Context: an optimization exercise on an open-source flow, tuned for small area, a short achievable clock period and few clock cycles. The choices shown serve that exercise and are no tape-out recipe. In this exercise RTL edits were held to simulation tests only and were not proved equivalent to the original. Power and IR drop assume default switching activity.

==> 05-07 <==
## drcore
module drcore (
    input  wire        clk,
    input  wire        rst,
    input  wire        h_req,
    input  wire        h_we,
    input  wire [3:0]  h_reg,
    input  wire [35:0] h_wdata,
    output reg         h_ack,
    output reg  [35:0] h_rdata,
    output reg         m_req,
    output wire [35:0] m_addr,
    input  wire        m_gnt,
    input  wire        m_rvalid,
    input  wire [7:0]  m_rdata,
    output reg         s_valid,
    output reg         s_kind,
    output reg  [15:0] s_x,
    output reg  [15:0] s_y,
    output reg  [31:0] s_r,
    output reg  [31:0] s_g,
    output reg  [31:0] s_b,
    output reg  [31:0] s_a
);
Settings: LEC_CHECK=0, CAP_MARGIN=20, CORE_MARGIN=2, CORE_UTILIZATION=40, SLEW_MARGIN=20; clock period 16.0 ns.
standard.sh (not shown) runs the stock make flow with config.mk's settings and CLKGATE_MAP_FILE= SYNTH_SCRIPT=/design/flow/synth_recipe.tcl, a recipe that flattens the netlist after the stock synthesis.
==> flow/flow/run.sh <==
#!/bin/bash
set -uo pipefail
bash standard.sh SETUP_SLACK_MARGIN=11 finish > standard_flow.log 2>&1
rc=$?
tail -n 40 standard_flow.log
exit $rc
==> 02-23: changes against 05-07 <==
--- a/flow/design.v
+++ b/flow/design.v
@@ -44,11 +44,11 @@
     reg  [5:0]  d_sw;            
     reg  [1:0]  d_nch1;          
     reg         d_unk;           
     reg         d_grey;          
     reg         d_ga;            
-    reg  [2:0]  mcnt;
+    reg  [3:0]  mcnt;
     reg         mvalid;
     wire [31:0] macc = s_r;
     wire [35:0] pbyte = h_rdata;
     reg  [2:0]  pbit;            
     reg  [4:0]  rq_left;         
@@ -131,16 +131,19 @@
     wire        dchk1    = (state == S_DCHK1);
     wire        schk1    = (state == S_SCHK1);
     wire        running  = (state == S_RUN);
     wire        b3       = (dfmt == 5'd11) | (dfmt == 5'd12);
     wire [3:0]  adv_lo   = {1'b0, cur_bit} + {1'b0, step[2:0]};
-    wire [35:0] add_a    = running ? h_rdata : schk1 ? {4'd0, macc} : cur_byte;
-    wire [33:0] add_b    = running ? 34'd0
-                         : schk1   ? (b3 ? {1'b0, macc, 1'b0} : 34'd0)
-                         : dchk1   ? {29'd0, dec_nb} : {1'b0, step[35:3]};
-    wire        add_c    = running ? pinc : ~dchk1 & ~schk1 & adv_lo[3];
-    wire [36:0] cb_sum   = {1'b0, add_a} + {3'd0, add_b} + {36'd0, add_c};
+    wire        schk2    = (state == S_SCHK2);
+    wire [3:0]  end_lo   = {1'b0, pbit} - {1'b0, d_sw3};
+    wire [35:0] add_a    = (running | schk2) ? h_rdata : schk1 ? {4'd0, macc} : cur_byte;
+    wire [35:0] add_b    = schk2   ? {36{1'b1}}
+                         : running ? 36'd0
+                         : schk1   ? (b3 ? {3'd0, macc, 1'b0} : 36'd0)
+                         : dchk1   ? {31'd0, dec_nb} : {3'd0, step[35:3]};
+    wire        add_c    = running ? pinc : schk2 ? (d_narrow & ~end_lo[3]) : ~dchk1 & ~schk1 & adv_lo[3];
+    wire [36:0] cb_sum   = {1'b0, add_a} + {1'b0, add_b} + {36'd0, add_c};
     wire [33:0] nb_base  = cb_sum[33:0];
     reg  [38:0] scan_pos;
     always @* begin
         case (d_bits)
             8'd1:   scan_pos = {5'd0, nb_base};
@@ -156,11 +159,11 @@
     end
     wire        chk_oob  = covf | ({h_rdata, pbit} > {buflen, 3'b000});
     wire [3:0]  pbit_n  = {1'b0, pbit} + {1'b0, d_sw3};
     wire        pinc    = (d_narrow & scanning) ? pbit_n[3] : 1'b1;
     wire [35:0] pbyte_n = cb_sum[35:0];
-    wire        f_last  = scanning ? ({pbyte_n, pbit_n[2:0]} == {cur_byte, cur_bit})
+    wire        f_last  = scanning ? ({pbyte, pbit} == {cur_byte, cur_bit})
                                    : (rq_left == 5'd1);
     wire        rv1     = running & m_rvalid;
     wire [7:0]  rd1     = m_rdata;
     wire [15:0] pair    = {rd1, rd0};
     wire [15:0] pair_sh = pair >> cur_bit;
@@ -207,16 +210,29 @@
     wire       do_write = idle_req & h_we;
     wire [2:0] op       = h_wdata[7:5];
     wire       do_cmd   = do_write & (h_reg == R_CMD);
     wire       do_dec0  = do_cmd & (op == 3'b010) & cmd_fmt[4];    
     wire       do_wh    = do_write & ((h_reg == R_WIDTH) | (h_reg == R_HEIGHT));
-    wire       schk2    = (state == S_SCHK2);
     wire       dchk2    = (state == S_DCHK2);
-    wire       mstart   = do_wh | (schk1 & ~mvalid & (mcnt == 3'd0));
+    wire       mstart   = do_wh | (schk1 & ~mvalid & (mcnt == 4'd0));
     wire       fetch    = running & m_req & m_gnt;
     wire       pwrite   = running & cv & ~done_now;
     wire       present  = (state == S_PRES) | done_now;
+    wire [35:0] rd_val =
+          ({36{h_reg == R_STATUS}}   & {35'd0, oob})
+        | ({36{h_reg == R_WIDTH}}    & {20'd0, width})
+        | ({36{h_reg == R_HEIGHT}}   & {20'd0, height})
+        | ({36{h_reg == R_BUFLEN}}   & buflen)
+        | ({36{h_reg == R_CUR_BYTE}} & cur_byte)
+        | ({36{h_reg == R_CUR_BIT}}  & {33'd0, cur_bit})
+        | ({36{h_reg == R_STEP}}     & step)
+        | ({36{(h_reg == R_BPP) & bval}}     & {28'd0, bpp})
+        | ({36{(h_reg == R_PIX) & pval}}     & {4'd0, pix})
+        | ({36{(h_reg == R_COLOR_R) & cval}} & {4'd0, color_r})
+        | ({36{(h_reg == R_COLOR_G) & cval}} & {4'd0, color_g})
+        | ({36{(h_reg == R_COLOR_B) & cval}} & {4'd0, color_b})
+        | ({36{(h_reg == R_COLOR_A) & cval}} & {4'd0, color_a});
     always @(posedge clk) begin
         if (rst) begin
             state    <= S_IDLE;
             h_ack    <= 1'b0;
             m_req    <= 1'b0;
@@ -231,11 +247,11 @@
             bval     <= 1'b0;
             pval     <= 1'b0;
             cval     <= 1'b0;
             scanning <= 1'b0;
             copy_col <= 1'b0;
-            mcnt     <= 3'd0;
+            mcnt     <= 4'd0;
             mvalid   <= 1'b0;
             first_b  <= 1'b0;
             bv       <= 1'b0;
             cv       <= 1'b0;
             firstpix <= 1'b0;
@@ -244,16 +260,16 @@
             s_valid <= 1'b0;
             if (copy_col) begin
                 cval     <= 1'b1;
                 copy_col <= 1'b0;
             end
-            if (mcnt != 3'd0) begin
-                mcnt <= mcnt - 3'd1;
-                if (mcnt == 3'd1) mvalid <= 1'b1;
+            if (mcnt != 4'd0) begin
+                mcnt <= mcnt - 4'd1;
+                if (mcnt == 4'd1) mvalid <= 1'b1;
             end
             if (mstart) begin
-                mcnt   <= 3'd4;
+                mcnt   <= 4'd8;
                 mvalid <= 1'b0;
             end
             case (state)
                 S_IDLE: if (idle_req) begin
                     h_ack <= 1'b1;
@@ -270,11 +286,11 @@
                                     3'b001: bval <= 1'b1;                   
                                     3'b010: begin                           
                                         if (cmd_fmt[4]) begin
                                             copy_col <= 1'b1;
                                             mvalid   <= 1'b0;
-                                            mcnt     <= 3'd0;
+                                            mcnt     <= 4'd0;
                                         end else begin
                                             h_ack <= 1'b0;
                                             state <= S_DCHK1;
                                         end
                                     end
@@ -311,24 +327,26 @@
                         oob   <= 1'b1;
                         h_ack <= 1'b1;
                         state <= S_IDLE;
                     end else begin
                         pval     <= 1'b1;
-                        cur_byte <= h_rdata;
-                        cur_bit  <= pbit;
+                        cur_byte <= cb_sum[35:0];
+                        cur_bit  <= d_narrow ? end_lo[2:0] : pbit;
                         scanning <= 1'b1;
                         firstpix <= 1'b1;
                         m_req    <= ~d_unk & (macc != 32'd0);
                         state    <= (macc == 32'd0) ? S_PRES : S_RUN;
                     end
                 end
                 S_PRES, S_RUN: if (present) begin
                     s_valid  <= 1'b1;
                     scanning <= 1'b0;
                     mvalid   <= 1'b0;
-                    mcnt     <= 3'd0;
+                    mcnt     <= 4'd0;
                     h_ack    <= 1'b1;
+                    cur_byte <= pbyte;
+                    cur_bit  <= pbit;
                     state    <= S_IDLE;
                 end
                 default: ;
             endcase
             if (fetch) m_req <= ~f_last;
@@ -341,11 +359,11 @@
                 bv <= a_emit;
                 cv <= bv;
             end
             if (pwrite) begin
                 mvalid <= 1'b0;
-                mcnt   <= 3'd0;
+                mcnt   <= 4'd0;
                 if (clast) begin
                     if (scanning) begin
                         s_valid  <= 1'b1;
                         firstpix <= 1'b0;
                     end else begin
@@ -398,12 +416,12 @@
         if (fetch) begin
             h_rdata <= pbyte_n;
             pbit    <= pbit_n[2:0];
             rq_left <= rq_left - 5'd1;
         end
-        if (mcnt != 3'd0)
-            s_r <= {{4'd0, s_r[31:16]} + width * s_r[3:0], s_r[15:4]};
+        if (mcnt != 4'd0)
+            s_r <= {{2'd0, s_r[31:16]} + width * s_r[1:0], s_r[15:2]};
         if (mstart)
             s_r <= {16'd0, (do_write & (h_reg == R_HEIGHT)) ? h_wdata[15:0] : height};
         if (!running) begin
             hp  <= 1'b0;
             ach <= 2'd0;
@@ -471,25 +489,8 @@
                 s_kind <= 1'b0;
                 s_x    <= cx;
                 s_y    <= cy;
             end
         end
-        if (do_read) begin
-            case (h_reg)
-                R_STATUS:   h_rdata <= {35'd0, oob};
-                R_WIDTH:    h_rdata <= {20'd0, width};
-                R_HEIGHT:   h_rdata <= {20'd0, height};
-                R_BUFLEN:   h_rdata <= buflen;
-                R_CUR_BYTE: h_rdata <= cur_byte;
-                R_CUR_BIT:  h_rdata <= {33'd0, cur_bit};
-                R_STEP:     h_rdata <= step;
-                R_BPP:      h_rdata <= {28'd0, bpp & {8{bval}}};
-                R_PIX:      h_rdata <= {4'd0, pix & {32{pval}}};
-                R_COLOR_R:  h_rdata <= {4'd0, color_r & {32{cval}}};
-                R_COLOR_G:  h_rdata <= {4'd0, color_g & {32{cval}}};
-                R_COLOR_B:  h_rdata <= {4'd0, color_b & {32{cval}}};
-                R_COLOR_A:  h_rdata <= {4'd0, color_a & {32{cval}}};
-                default:    h_rdata <= 36'd0;
-            endcase
-        end
+        if (do_read) h_rdata <= rd_val;
     end
 endmodule
==> flow/flow/run.sh (replaced) <==
#!/bin/bash
set -uo pipefail
export BUFFER_PORTS_ARGS="-buffer_cell sky130_fd_sc_hd__buf_1"
bash standard.sh SETUP_SLACK_MARGIN=11 finish > standard_flow.log 2>&1
rc=$?
tail -n 40 standard_flow.log
exit $rc
==> 03-22: changes against 05-07 <==
--- a/flow/design.v
+++ b/flow/design.v
@@ -131,16 +131,19 @@
     wire        dchk1    = (state == S_DCHK1);
     wire        schk1    = (state == S_SCHK1);
     wire        running  = (state == S_RUN);
     wire        b3       = (dfmt == 5'd11) | (dfmt == 5'd12);
     wire [3:0]  adv_lo   = {1'b0, cur_bit} + {1'b0, step[2:0]};
-    wire [35:0] add_a    = running ? h_rdata : schk1 ? {4'd0, macc} : cur_byte;
-    wire [33:0] add_b    = running ? 34'd0
-                         : schk1   ? (b3 ? {1'b0, macc, 1'b0} : 34'd0)
-                         : dchk1   ? {29'd0, dec_nb} : {1'b0, step[35:3]};
-    wire        add_c    = running ? pinc : ~dchk1 & ~schk1 & adv_lo[3];
-    wire [36:0] cb_sum   = {1'b0, add_a} + {3'd0, add_b} + {36'd0, add_c};
+    wire        schk2    = (state == S_SCHK2);
+    wire [3:0]  end_lo   = {1'b0, pbit} - {1'b0, d_sw3};
+    wire [35:0] add_a    = (running | schk2) ? h_rdata : schk1 ? {4'd0, macc} : cur_byte;
+    wire [35:0] add_b    = schk2   ? {36{1'b1}}
+                         : running ? 36'd0
+                         : schk1   ? (b3 ? {3'd0, macc, 1'b0} : 36'd0)
+                         : dchk1   ? {31'd0, dec_nb} : {3'd0, step[35:3]};
+    wire        add_c    = running ? pinc : schk2 ? (d_narrow & ~end_lo[3]) : ~dchk1 & ~schk1 & adv_lo[3];
+    wire [36:0] cb_sum   = {1'b0, add_a} + {1'b0, add_b} + {36'd0, add_c};
     wire [33:0] nb_base  = cb_sum[33:0];
     reg  [38:0] scan_pos;
     always @* begin
         case (d_bits)
             8'd1:   scan_pos = {5'd0, nb_base};
@@ -156,11 +159,11 @@
     end
     wire        chk_oob  = covf | ({h_rdata, pbit} > {buflen, 3'b000});
     wire [3:0]  pbit_n  = {1'b0, pbit} + {1'b0, d_sw3};
     wire        pinc    = (d_narrow & scanning) ? pbit_n[3] : 1'b1;
     wire [35:0] pbyte_n = cb_sum[35:0];
-    wire        f_last  = scanning ? ({pbyte_n, pbit_n[2:0]} == {cur_byte, cur_bit})
+    wire        f_last  = scanning ? ({pbyte, pbit} == {cur_byte, cur_bit})
                                    : (rq_left == 5'd1);
     wire        rv1     = running & m_rvalid;
     wire [7:0]  rd1     = m_rdata;
     wire [15:0] pair    = {rd1, rd0};
     wire [15:0] pair_sh = pair >> cur_bit;
@@ -207,16 +210,29 @@
     wire       do_write = idle_req & h_we;
     wire [2:0] op       = h_wdata[7:5];
     wire       do_cmd   = do_write & (h_reg == R_CMD);
     wire       do_dec0  = do_cmd & (op == 3'b010) & cmd_fmt[4];    
     wire       do_wh    = do_write & ((h_reg == R_WIDTH) | (h_reg == R_HEIGHT));
-    wire       schk2    = (state == S_SCHK2);
     wire       dchk2    = (state == S_DCHK2);
     wire       mstart   = do_wh | (schk1 & ~mvalid & (mcnt == 3'd0));
     wire       fetch    = running & m_req & m_gnt;
     wire       pwrite   = running & cv & ~done_now;
     wire       present  = (state == S_PRES) | done_now;
+    wire [35:0] rd_val =
+          ({36{h_reg == R_STATUS}}   & {35'd0, oob})
+        | ({36{h_reg == R_WIDTH}}    & {20'd0, width})
+        | ({36{h_reg == R_HEIGHT}}   & {20'd0, height})
+        | ({36{h_reg == R_BUFLEN}}   & buflen)
+        | ({36{h_reg == R_CUR_BYTE}} & cur_byte)
+        | ({36{h_reg == R_CUR_BIT}}  & {33'd0, cur_bit})
+        | ({36{h_reg == R_STEP}}     & step)
+        | ({36{(h_reg == R_BPP) & bval}}     & {28'd0, bpp})
+        | ({36{(h_reg == R_PIX) & pval}}     & {4'd0, pix})
+        | ({36{(h_reg == R_COLOR_R) & cval}} & {4'd0, color_r})
+        | ({36{(h_reg == R_COLOR_G) & cval}} & {4'd0, color_g})
+        | ({36{(h_reg == R_COLOR_B) & cval}} & {4'd0, color_b})
+        | ({36{(h_reg == R_COLOR_A) & cval}} & {4'd0, color_a});
     always @(posedge clk) begin
         if (rst) begin
             state    <= S_IDLE;
             h_ack    <= 1'b0;
             m_req    <= 1'b0;
@@ -311,12 +327,12 @@
                         oob   <= 1'b1;
                         h_ack <= 1'b1;
                         state <= S_IDLE;
                     end else begin
                         pval     <= 1'b1;
-                        cur_byte <= h_rdata;
-                        cur_bit  <= pbit;
+                        cur_byte <= cb_sum[35:0];
+                        cur_bit  <= d_narrow ? end_lo[2:0] : pbit;
                         scanning <= 1'b1;
                         firstpix <= 1'b1;
                         m_req    <= ~d_unk & (macc != 32'd0);
                         state    <= (macc == 32'd0) ? S_PRES : S_RUN;
                     end
@@ -325,10 +341,12 @@
                     s_valid  <= 1'b1;
                     scanning <= 1'b0;
                     mvalid   <= 1'b0;
                     mcnt     <= 3'd0;
                     h_ack    <= 1'b1;
+                    cur_byte <= pbyte;
+                    cur_bit  <= pbit;
                     state    <= S_IDLE;
                 end
                 default: ;
             endcase
             if (fetch) m_req <= ~f_last;
@@ -471,25 +489,8 @@
                 s_kind <= 1'b0;
                 s_x    <= cx;
                 s_y    <= cy;
             end
         end
-        if (do_read) begin
-            case (h_reg)
-                R_STATUS:   h_rdata <= {35'd0, oob};
-                R_WIDTH:    h_rdata <= {20'd0, width};
-                R_HEIGHT:   h_rdata <= {20'd0, height};
-                R_BUFLEN:   h_rdata <= buflen;
-                R_CUR_BYTE: h_rdata <= cur_byte;
-                R_CUR_BIT:  h_rdata <= {33'd0, cur_bit};
-                R_STEP:     h_rdata <= step;
-                R_BPP:      h_rdata <= {28'd0, bpp & {8{bval}}};
-                R_PIX:      h_rdata <= {4'd0, pix & {32{pval}}};
-                R_COLOR_R:  h_rdata <= {4'd0, color_r & {32{cval}}};
-                R_COLOR_G:  h_rdata <= {4'd0, color_g & {32{cval}}};
-                R_COLOR_B:  h_rdata <= {4'd0, color_b & {32{cval}}};
-                R_COLOR_A:  h_rdata <= {4'd0, color_a & {32{cval}}};
-                default:    h_rdata <= 36'd0;
-            endcase
-        end
+        if (do_read) h_rdata <= rd_val;
     end
 endmodule
==> flow/flow/run.sh (replaced) <==
#!/bin/bash
set -uo pipefail
export BUFFER_PORTS_ARGS="-buffer_cell sky130_fd_sc_hd__buf_1"
bash standard.sh SETUP_SLACK_MARGIN=11 CTS_CLUSTER_SIZE=20 CTS_CLUSTER_DIAMETER=100 finish > standard_flow.log 2>&1
rc=$?
tail -n 40 standard_flow.log
exit $rc
==> flow_summary.yaml <==
drt:
  wl_met2_mm: 79.9
cts:
  post_cts_buffers: 25
finish:
  design_area_mm2: 0.0450
  n_all_buffers: 464
  fin_nets: 4846
worst_setup_path:
  cp_num_buf_inv: 4
  reg2reg_setup_slack_ns: 10.93
  arrival_ns: 5.45
status:
  status: "timing/DRC/antenna clean"
logic_synthesis:
  synth_xor_xnor_area_share: 0.0375
  synth_compound_area_frac: 0.236
  synth.net_count: 4705
timing:
  final.setup.worst_slack_ns: 10.89
  skew_ns: 0.0292
pwr:
  clockPowerShare: 0.309
grt:
  antenna_found_initial: 7
placed_design:
  dpl.cell_count: 5783
floorplanning:
  start_util: 0.404
the above is filed under 03-22

==> flow_summary.yaml <==
floorplanning:
  start_util: 0.402
worst_setup_path:
  cp_num_buf_inv: 3
  reg2reg_setup_slack_ns: 11.04
placed_design:
  dpl.cell_count: 5503
cts:
  post_cts_buffers: 37
grt:
  antenna_found_initial: 13
finish:
  fin_nets: 4593
  n_all_buffers: 478
  most-common-layout-cells: "576 x nand2_1, 320 x edfxtp_1, 315 x dfxtp_1, 289 x a21oi_1, 279 x buf_1"
  design_area_mm2: 0.0448
logic_synthesis:
  synth.net_count: 4368
  synth_xor_xnor_area_share: 0.0411
  synth_compound_area_frac: 0.245
status:
  status: "timing/DRC/antenna clean"
pwr:
  clockPowerShare: 0.404
timing:
  final.setup.worst_slack_ns: 10.78
the above is filed under 02-23

==> flow_summary.yaml <==
status:
  status: "timing/DRC/antenna clean"
logic_synthesis:
  synth_compound_area_frac: 0.226
  synth.net_count: 4875
  yosysTopAreaCell: "edfxtp_1"
cts:
  post_cts_buffers: 83
finish:
  fin_nets: 5110
  design_area_mm2: 0.0499
worst_setup_path:
  cp_num_buf_inv: 1
  reg2reg_setup_slack_ns: 10.92
  arrival_ns: 5.60
  cp_top_family: "simple AND/OR/NAND/NOR gates"
timing:
  final.setup.worst_slack_ns: 10.92
  relSlewSlack: 0.163
  skew_ns: 0.0464
floorplanning:
  start_util: 0.404
grt:
  use_met2: 0.532
  antenna_found_initial: 11
pwr:
  netSwitchingFraction: 0.293
placed_design:
  routabilityCongestion: 1.03
the above is filed under 05-07

Testbench counts of 05-07, summed over its fixed seeds: cycles 34,360.
Testbench counts of 02-23, summed over its fixed seeds: cycles 34,808.
Testbench counts of 03-22, summed over its fixed seeds: cycles 34,360.

## afterwards: timing with drivers on the ports
In the flow no input, the clock included, has a driving cell. The finished layouts below were timed again as built, in two steps.
Step 1 sets driving cells, clkbuf_16 on the clock port and buf_2 on the other inputs (assumed; they add their load-dependent delay and slew).
Step 2, shift: input delay + t, output delay - t, t = (earliest + latest rising clock arrival at the registers) / 2. This alone moves slack from input paths to output paths.
a / b / c = no drivers / after step 1 / after step 2; a / b = the first two.
| run | shift t [ns] | slack for setup (ns) | worst setup path at the end | cell pins on the clock port's net |
|---|---|---|---|---|
| 05-07 | 0.712 | 10.921 / 10.907 / 10.238 | input to register | 1 |
| 02-23 | 0.728 | 10.782 / 10.782 / 10.054 | input to register | 1 |
| 03-22 | 0.692 | 10.890 / 10.903 / 10.212 | input to register | 1 |
After both steps setup and hold are still met in every run listed. The setup slack of 02-23, which loses most, moves by 0.000 ns with the drivers and by -0.728 ns with both steps.
